From an optimization exercise on the open Yosys and OpenROAD flow, aimed at small area, a short achievable clock period and few clock cycles; shortcuts taken in it are not production practice.
In this exercise RTL edits were held to simulation tests only and were not proved equivalent to the original.
No activity file was given, so power comes from the tool's default toggle rates.

==> trial 38 <==
==> flow/design.v (excerpt) <==
module bitcopy_core (
    input  wire        clk,
    input  wire        rst,
    input  wire        host_we,
    input  wire [3:0]  host_addr,
    input  wire [63:0] host_wdata,
    output reg         busy,
    output reg         done,
    output reg  [7:0]  status,
    output reg  [63:0] res,
    output wire [31:0] mem_addr,
    output reg         mem_re,
    output reg         mem_we,
    output reg  [7:0]  mem_wdata,
    input  wire [7:0]  mem_rdata
);
clock: 12.0 ns
lec_check: 0
cap_margin: 20
core_margin: 2
core_utilization: 40
slew_margin: 20
standard.sh (not shown) runs the stock make flow with config.mk's settings and CLKGATE_MAP_FILE= SYNTH_SCRIPT=/design/flow/synth_recipe.tcl, a recipe that flattens the netlist after the stock synthesis.
==> flow/flow/run.sh <==
#!/bin/bash
# Standard layout (the standard.sh, unchanged). The resizer's timing
# repair aims 8 ns below the clock period and works on the worst path
# only (no total-negative-slack pass), so it does not grow the others.
set -e
export SETUP_SLACK_MARGIN=8
export TNS_END_PERCENT=0
bash standard.sh > standard.log 2>&1
==> trial 65: changes against trial 38 <==
--- a/flow/design.v
+++ b/flow/design.v
@@ -103,15 +103,16 @@
         endcase
     end
     reg [6:0] flen;
     reg       flen_z, cnd1;
     reg       is_copy, is_set, is_get, k_setbit, k_setf16, k_getf16;
     wire [35:0] avail_d  = {1'b0, cap, 3'b000} - {4'd0, doff};
     wire        av_neg   = avail_d[35];
-    wire        sat_ok   = !av_neg && ({3'd0, clen} <= avail_d[34:0]);    
+    wire [32:0] dc_end   = {1'b0, doff} + {1'b0, clen};
+    wire        sat_ok   = ({2'd0, dc_end} <= {cap, 3'b000});
     wire [31:0] satlen   = sat_ok ? clen : av_neg ? 32'd0 : avail_d[31:0];
     wire [2:0]  cl_t     = clen[2:0] - 3'd1;
     wire [3:0]  cl_dt    = {1'b0, cl_t} + {1'b0, doff[2:0]};
     wire [1:0]  nd_inc   = {1'b0, (clen[2:0] != 3'd0) || (doff[2:0] != 3'd0)}
                            + {1'b0, (clen[2:0] != 3'd0) && cl_dt[3]};
     wire [2:0]  nd_lo    = {1'b0, clen[4:3]} + {1'b0, nd_inc};
     wire [29:0] nd_copy  = (clen == 32'd0) ? 30'd0 :
@@ -326,15 +327,16 @@
             mem_we <= d_wrm;
             sel_sp <= (d_rs && !is_get) || (d_rt && tail_src);
             case (state)
                 S_IDLE: begin
                     if (host_we && host_addr == R_CMD) begin
                         flen     <= c_flen;
                         flen_z   <= (c_flen == 7'd0);
-                        cnd1     <= (nd_copy == 30'd1);
+                        cnd1     <= (clen != 32'd0) && (clen[31:4] == 28'd0) &&
+                                    ({1'b0, clen[3:0]} + {2'd0, doff[2:0]} <= 5'd8);
                         is_copy  <= (c_op == OP_COPY);
                         is_set   <= (c_op >= OP_SETBIT) && (c_op <= OP_SETF64);
                         is_get   <= (c_op >= OP_GETBIT) && (c_op <= OP_GETF64);
                         k_setbit <= (c_op == OP_SETBIT);
                         k_setf16 <= (c_op == OP_SETF16);
                         k_getf16 <= (c_op == OP_GETF16);
                         if (fast_cp || fast_get || fast_set) begin
==> flow/flow/run.sh (replaced) <==
#!/bin/bash
set -e
export SETUP_SLACK_MARGIN=8
bash standard.sh > standard.log 2>&1
CTS_CLUSTER_DIAMETER = 100   (was not set)
CTS_CLUSTER_SIZE = 24   (was not set)
TNS_END_PERCENT = 0   (was not set)
==> trial 4: changes against trial 38 <==
--- a/flow/design.v
+++ b/flow/design.v
@@ -72,15 +72,15 @@
     localparam [4:0] OP_COPY = 5'h01, OP_SATLEN = 5'h02, OP_SETBIT = 5'h03,
                      OP_SETU = 5'h04, OP_SETI = 5'h05, OP_SETF16 = 5'h06,
                      OP_SETF32 = 5'h07, OP_SETF64 = 5'h08, OP_GETBIT = 5'h09,
                      OP_GETU8 = 5'h0A, OP_GETU16 = 5'h0B, OP_GETU32 = 5'h0C,
                      OP_GETU64 = 5'h0D, OP_GETF16 = 5'h0E, OP_GETF32 = 5'h0F,
                      OP_GETF64 = 5'h10, OP_F16PACK = 5'h11, OP_F16UNPACK = 5'h12;
     localparam [1:0] ST_SUCCESS = 2'd0, ST_INVALID = 2'd2, ST_TOO_SMALL = 2'd3;
-    localparam [2:0] S_IDLE = 3'd0, S_RUN = 3'd2, S_BLOAD = 3'd3,
+    localparam [2:0] S_IDLE = 3'd0, S_SETUP = 3'd1, S_RUN = 3'd2, S_BLOAD = 3'd3,
                      S_BDEC = 3'd4, S_TAIL = 3'd5, S_F16 = 3'd6, S_RUN0 = 3'd7;
     localparam [1:0] T_NONE = 2'd0, T_SRC = 2'd1, T_DH = 2'd2, T_DT = 2'd3;
     reg [31:0] dbase, doff, sbase, soff, clen, cap;
     reg [63:0] val;
     reg [2:0]  state;
     wire [4:0] c_op  = host_wdata[4:0];
     wire [6:0] c_len = host_wdata[14:8];
@@ -98,21 +98,23 @@
             OP_SETU, OP_SETI, OP_GETU64: begin c_legal = c_legal && (c_len <= 7'd64); c_flen = c_len; end
             OP_GETU8:  begin c_legal = c_legal && (c_len <= 7'd8);  c_flen = c_len; end
             OP_GETU16: begin c_legal = c_legal && (c_len <= 7'd16); c_flen = c_len; end
             OP_GETU32: begin c_legal = c_legal && (c_len <= 7'd32); c_flen = c_len; end
             default: c_legal = 1'b0;
         endcase
     end
+    reg       legal;
     reg [6:0] flen;
-    reg       flen_z, cnd1;
-    reg       is_copy, is_set, is_get, k_setbit, k_setf16, k_getf16;
+    reg       flen_z, av_lo_z, cnd0, cnd1;
+    reg       is_copy, is_set, is_get, k_sat, k_pack, k_unpack, k_setbit, k_setf16, k_getf16;
     wire [35:0] avail_d  = {1'b0, cap, 3'b000} - {4'd0, doff};
     wire        av_neg   = avail_d[35];
-    wire        sat_ok   = !av_neg && ({3'd0, clen} <= avail_d[34:0]);    
-    wire [31:0] satlen   = sat_ok ? clen : av_neg ? 32'd0 : avail_d[31:0];
+    wire [36:0] sat_d    = {2'b0, cap, 3'b000} - {5'd0, doff} - {5'd0, clen};
+    reg         sat_okq;      
+    wire [31:0] satlen   = sat_okq ? clen : av_negq ? 32'd0 : avail_d[31:0];
     wire [2:0]  cl_t     = clen[2:0] - 3'd1;
     wire [3:0]  cl_dt    = {1'b0, cl_t} + {1'b0, doff[2:0]};
     wire [1:0]  nd_inc   = {1'b0, (clen[2:0] != 3'd0) || (doff[2:0] != 3'd0)}
                            + {1'b0, (clen[2:0] != 3'd0) && cl_dt[3]};
     wire [2:0]  nd_lo    = {1'b0, clen[4:3]} + {1'b0, nd_inc};
     wire [29:0] nd_copy  = (clen == 32'd0) ? 30'd0 :
                            {{1'b0, clen[31:5]} + {27'd0, nd_lo[2]}, nd_lo[1:0]};
@@ -122,17 +124,19 @@
     wire        c_flen_z = (c_flen == 7'd0);
     wire        c_av_big = !av_neg && (avail_d[34:7] != 28'd0);
     wire [6:0]  c_av_lo  = av_neg ? 7'd0 : avail_d[6:0];
     wire        c_fits   = !av_neg && (c_av_big || (c_av_lo >= c_flen));
     wire        fast_cp  = c_legal && c_copy && (clen != 32'd0);
     wire        fast_get = c_legal && c_get && !c_flen_z && (c_av_big || (c_av_lo != 7'd0));
     wire        fast_set = c_legal && c_set && !c_flen_z && c_fits;
-    reg         av_bigq;
+    reg         av_negq, av_bigq;
     reg  [6:0]  av_loq;
     wire        fits     = av_bigq || (av_loq >= flen);
+    wire        too_small = av_negq || !fits;
+    wire [6:0]  sget     = fits ? flen : av_loq;
     wire [15:0] pack_out;
     wire [31:0] unpack_out;
     bitcopy_f16pack   u_pack   (.f(val[31:0]), .h(pack_out));
     bitcopy_f16unpack u_unpack (.h((state == S_F16) ? res[15:0] : val[15:0]), .f(unpack_out));
     reg [31:0] sp, dp;            
     reg        bwd;               
     reg        src_mem, dst_mem;  
@@ -170,14 +174,15 @@
     wire [2:0]  k_t     = clen[2:0] - 3'd1;
     wire [3:0]  k_dt    = {1'b0, k_t} + {1'b0, doff[2:0]};
     wire [3:0]  k_st    = {1'b0, k_t} + {1'b0, soff[2:0]};
     wire        k_e     = (soff[2:0] < doff[2:0]);
     wire        k_c     = k_e ? !k_dt[3] || k_st[3] : k_st[3] && !k_dt[3];
     wire [2:0]  p_sm    = in_tail ? 3'd0 : is_copy ? soff[2:0] : f_sm;
     wire [2:0]  p_dm    = in_tail ? 3'd0 : is_copy ? doff[2:0] : f_dm;
+    wire        p_nd0   = is_copy ? cnd0 : is_set ? flen_z : (flen_z || (!fits && av_lo_z));
     wire        p_nd1   = in_tail ? 1'b1 : is_copy ? cnd1 : use_a ? (a_nd == 4'd1) : (f_nd == 4'd1);
     wire        s_e     = in_tail ? 1'b0 : is_copy ? k_e : f_e;
     wire        s_c     = in_tail ? 1'b0 : is_copy ? k_c : use_a ? a_c : f_c;
     wire [2:0]  s_tb    = in_tail ? clen[2:0] : is_copy ? doff[2:0] + clen[2:0] :
                           use_a ? av_loq[2:0] : f_tb;
     wire [3:0]  nd_fld  = use_a ? a_nd : f_nd;
     wire        pf_c    = !is_get && ((p_dm != 3'd0) || (p_nd1 && (s_tb != 3'd0)));
@@ -285,14 +290,18 @@
                 R_CLEN:  clen  <= host_wdata[31:0];
                 R_CAP:   cap   <= host_wdata[31:0];
                 R_VAL:   val   <= host_wdata;
                 default: ;
             endcase
         end
     end
+    wire go_copy_bwd_w;
+    wire go_run = in_tail || (legal && !p_nd0 &&
+                  (is_copy ? !go_copy_bwd_w : is_set ? !too_small : is_get));
+    assign go_copy_bwd_w = go_copy_bwd;
     wire go_copy_bwd = (soff[2:0] == 3'd0) && (doff[2:0] == 3'd0) && (nb != 29'd0) &&
                        (dp > sp);
     always @(posedge clk) begin
         w0 <= n_w0;
         w1 <= n_w1;
         w2 <= n_w2;
         dold_h <= n_dh;
@@ -324,53 +333,47 @@
             a_fv   <= d_fv;
             mem_re <= d_rs || d_rh || d_rt;
             mem_we <= d_wrm;
             sel_sp <= (d_rs && !is_get) || (d_rt && tail_src);
             case (state)
                 S_IDLE: begin
                     if (host_we && host_addr == R_CMD) begin
+                        legal    <= c_legal;
                         flen     <= c_flen;
                         flen_z   <= (c_flen == 7'd0);
+                        av_lo_z  <= av_neg || (avail_d[6:0] == 7'd0);
+                        cnd0     <= (clen == 32'd0);
                         cnd1     <= (nd_copy == 30'd1);
                         is_copy  <= (c_op == OP_COPY);
                         is_set   <= (c_op >= OP_SETBIT) && (c_op <= OP_SETF64);
                         is_get   <= (c_op >= OP_GETBIT) && (c_op <= OP_GETF64);
+                        k_sat    <= (c_op == OP_SATLEN);
+                        k_pack   <= (c_op == OP_F16PACK);
+                        k_unpack <= (c_op == OP_F16UNPACK);
                         k_setbit <= (c_op == OP_SETBIT);
                         k_setf16 <= (c_op == OP_SETF16);
                         k_getf16 <= (c_op == OP_GETF16);
-                        if (fast_cp || fast_get || fast_set) begin
-                            state  <= S_RUN0;
-                            busy   <= 1'b1;
-                        end else begin
-                            state  <= S_IDLE;
-                            busy   <= 1'b0;
-                            done   <= 1'b1;
-                            status <= !c_legal ? {6'd0, ST_INVALID} :
-                                      (c_set && !c_fits) ? {6'd0, ST_TOO_SMALL} : {6'd0, ST_SUCCESS};
-                            if (c_legal) begin
-                                if (c_op == OP_SATLEN)         res <= {32'd0, satlen};
-                                else if (c_op == OP_F16PACK)   res <= {48'd0, pack_out};
-                                else if (c_op == OP_F16UNPACK) res <= {32'd0, unpack_out};
-                                else if (c_get)                res <= 64'd0;
-                            end
-                        end
+                        sat_okq  <= !sat_d[36];
+                        state   <= (fast_cp || fast_get || fast_set) ? S_RUN0 : S_SETUP;
                         vidx    <= 3'd0;
                         a_rs    <= fast_cp || fast_get;
                         a_fv    <= fast_set;
                         a_rh    <= fast_set && (doff[2:0] != 3'd0);
                         mem_re  <= fast_cp || fast_get || (fast_set && (doff[2:0] != 3'd0));
                         sel_sp  <= fast_cp;
+                        busy    <= 1'b1;
                         sp      <= sa;
                         dp      <= da;
                         dleft   <= nd_copy;
+                        av_negq <= av_neg;
                         av_bigq <= !av_neg && (avail_d[34:7] != 28'd0);
                         av_loq  <= av_neg ? 7'd0 : avail_d[6:0];
                     end
                 end
-                S_TAIL, S_RUN0: begin
+                S_SETUP, S_TAIL, S_RUN0: begin
                     bwd      <= 1'b0;
                     src_mem  <= !is_set;
                     dst_mem  <= !is_get;
                     tail_src <= is_set && !in_tail;
                     if (in_tail) begin
                         sp    <= sa;
                         dp    <= da;
@@ -429,14 +432,62 @@
                             a_fv   <= 1'b0;
                             mem_re <= 1'b0;
                             sel_sp <= 1'b0;
                             state  <= S_BLOAD;
                             blq    <= 1'b1;
                         end
                     end
+                    if (state == S_SETUP) begin
+                        a_rs   <= 1'b0;
+                        a_rh   <= 1'b0;
+                        a_rt   <= 1'b0;
+                        a_fv   <= 1'b0;
+                        mem_re <= 1'b0;
+                        sel_sp <= 1'b0;
+                        if (!legal) begin
+                            status <= {6'd0, ST_INVALID};
+                            done   <= 1'b1;
+                            busy   <= 1'b0;
+                            state  <= S_IDLE;
+                        end else if (k_sat) begin
+                            res    <= {32'd0, satlen};
+                            status <= {6'd0, ST_SUCCESS};
+                            done   <= 1'b1;
+                            busy   <= 1'b0;
+                            state  <= S_IDLE;
+                        end else if (k_pack) begin
+                            res    <= {48'd0, pack_out};
+                            status <= {6'd0, ST_SUCCESS};
+                            done   <= 1'b1;
+                            busy   <= 1'b0;
+                            state  <= S_IDLE;
+                        end else if (k_unpack) begin
+                            res    <= {32'd0, unpack_out};
+                            status <= {6'd0, ST_SUCCESS};
+                            done   <= 1'b1;
+                            busy   <= 1'b0;
+                            state  <= S_IDLE;
+                        end else if (is_set && too_small) begin
+                            status <= {6'd0, ST_TOO_SMALL};
+                            done   <= 1'b1;
+                            busy   <= 1'b0;
+                            state  <= S_IDLE;
+                        end else begin
+                            if (is_get) res <= 64'd0;
+                            if (is_copy && go_copy_bwd) begin
+                                state <= S_BLOAD;
+                                blq   <= 1'b1;
+                            end else begin
+                                status <= {6'd0, ST_SUCCESS};
+                                done   <= 1'b1;
+                                busy   <= 1'b0;
+                                state  <= S_IDLE;
+                            end
+                        end
+                    end
                 end
                 S_BLOAD: begin
                     sp        <= sa;
                     dp        <= da;
                     bwd       <= 1'b1;
                     dleft     <= {1'b0, nb};
                     last      <= (nb == 29'd1);
==> flow/run.sh (new file) <==
#!/bin/bash
# synth_recipe.tcl (not shown) runs the flow's synth.tcl, then flattens the netlist and writes it again
# the make line also repeats each setting of config.mk as NAME=value (left out here)
make -C /OpenROAD-flow-scripts/flow DESIGN_CONFIG=/design/flow/config.mk WORK_HOME=/design/flow/orfs CLKGATE_MAP_FILE= SYNTH_SCRIPT=/design/flow/synth_recipe.tcl finish
removed: flow/flow/run.sh
removed: flow/standard.sh
==> run notes <==
Wire length, highest first: trial 65, trial 38, trial 4.
Of trial 4 and trial 65, trial 65 has the higher maximum frequency (gap 16%, measured against trial 65).
Setup slack: trial 4 < trial 65 < trial 38.
Synthesized cell count: trial 4 < trial 38 < trial 65.
==> figures <==
item                                           trial 4    trial 65    trial 38
Comb power                                      671 µW      500 µW      481 µW
Startpoint of the worst setup timing path      val[24]     doff[1]      cap[0]
Run status            no timing/DRC/antenna violations  no timing/DRC/antenna violations  no timing/DRC/antenna violations
Worst reg2reg setup slack                      5370 ps     6410 ps     6430 ps
RSZ-0062 raised after global routing                no         yes         yes
Worst ir drop on vdd                            148 µV     85.7 µV      107 µV
Timing endpoint of the critical path            res[8]     res[10]     res[29]
DR WL met2                                    72900 µm    76100 µm    77800 µm
Total sequential power                         2.21 mW     2.10 mW     2.09 mW
Buffers inserted by post-CTS timing repair           0          69          35
Testbench counts of trial 38, summed over its fixed seeds: cycles 40,309.
Testbench counts of trial 65, summed over its fixed seeds: cycles 40,309.
Testbench counts of trial 4, summed over its fixed seeds: cycles 40,934.

[afterwards: timing with drivers on the ports]
The flow's constraints put no driver on any port. The routed layouts listed below were extracted and timed again, unchanged, in two steps.
Step 1 sets driving cells, clkbuf_16 on the clock port and buf_2 on the other inputs (assumed; they add their load-dependent delay and slew).
Step 2 times the ports against the registers' clock, not the clock port: input delays grow and output delays shrink by t, the midpoint of the rising clock arrivals with the driver on.
a / b / c = no drivers / after step 1 / after step 2; a / b = the first two.
run	shift t [ns]	slack for setup (ns)	worst register clock-pin slew, ns	worst slew at a driven data input, ns
trial 38	0.720	6.435 / 6.435 / 5.843	0.07 / 0.07	0.06
trial 65	0.721	6.408 / 6.408 / 5.810	0.12 / 0.12	0.12
trial 4	0.727	5.368 / 5.368 / 5.368	0.07 / 0.07	0.09
After both steps every run listed still meets setup and hold. The setup slack of trial 65, which loses most, moves by 0.000 ns with the drivers and by -0.598 ns with both steps.
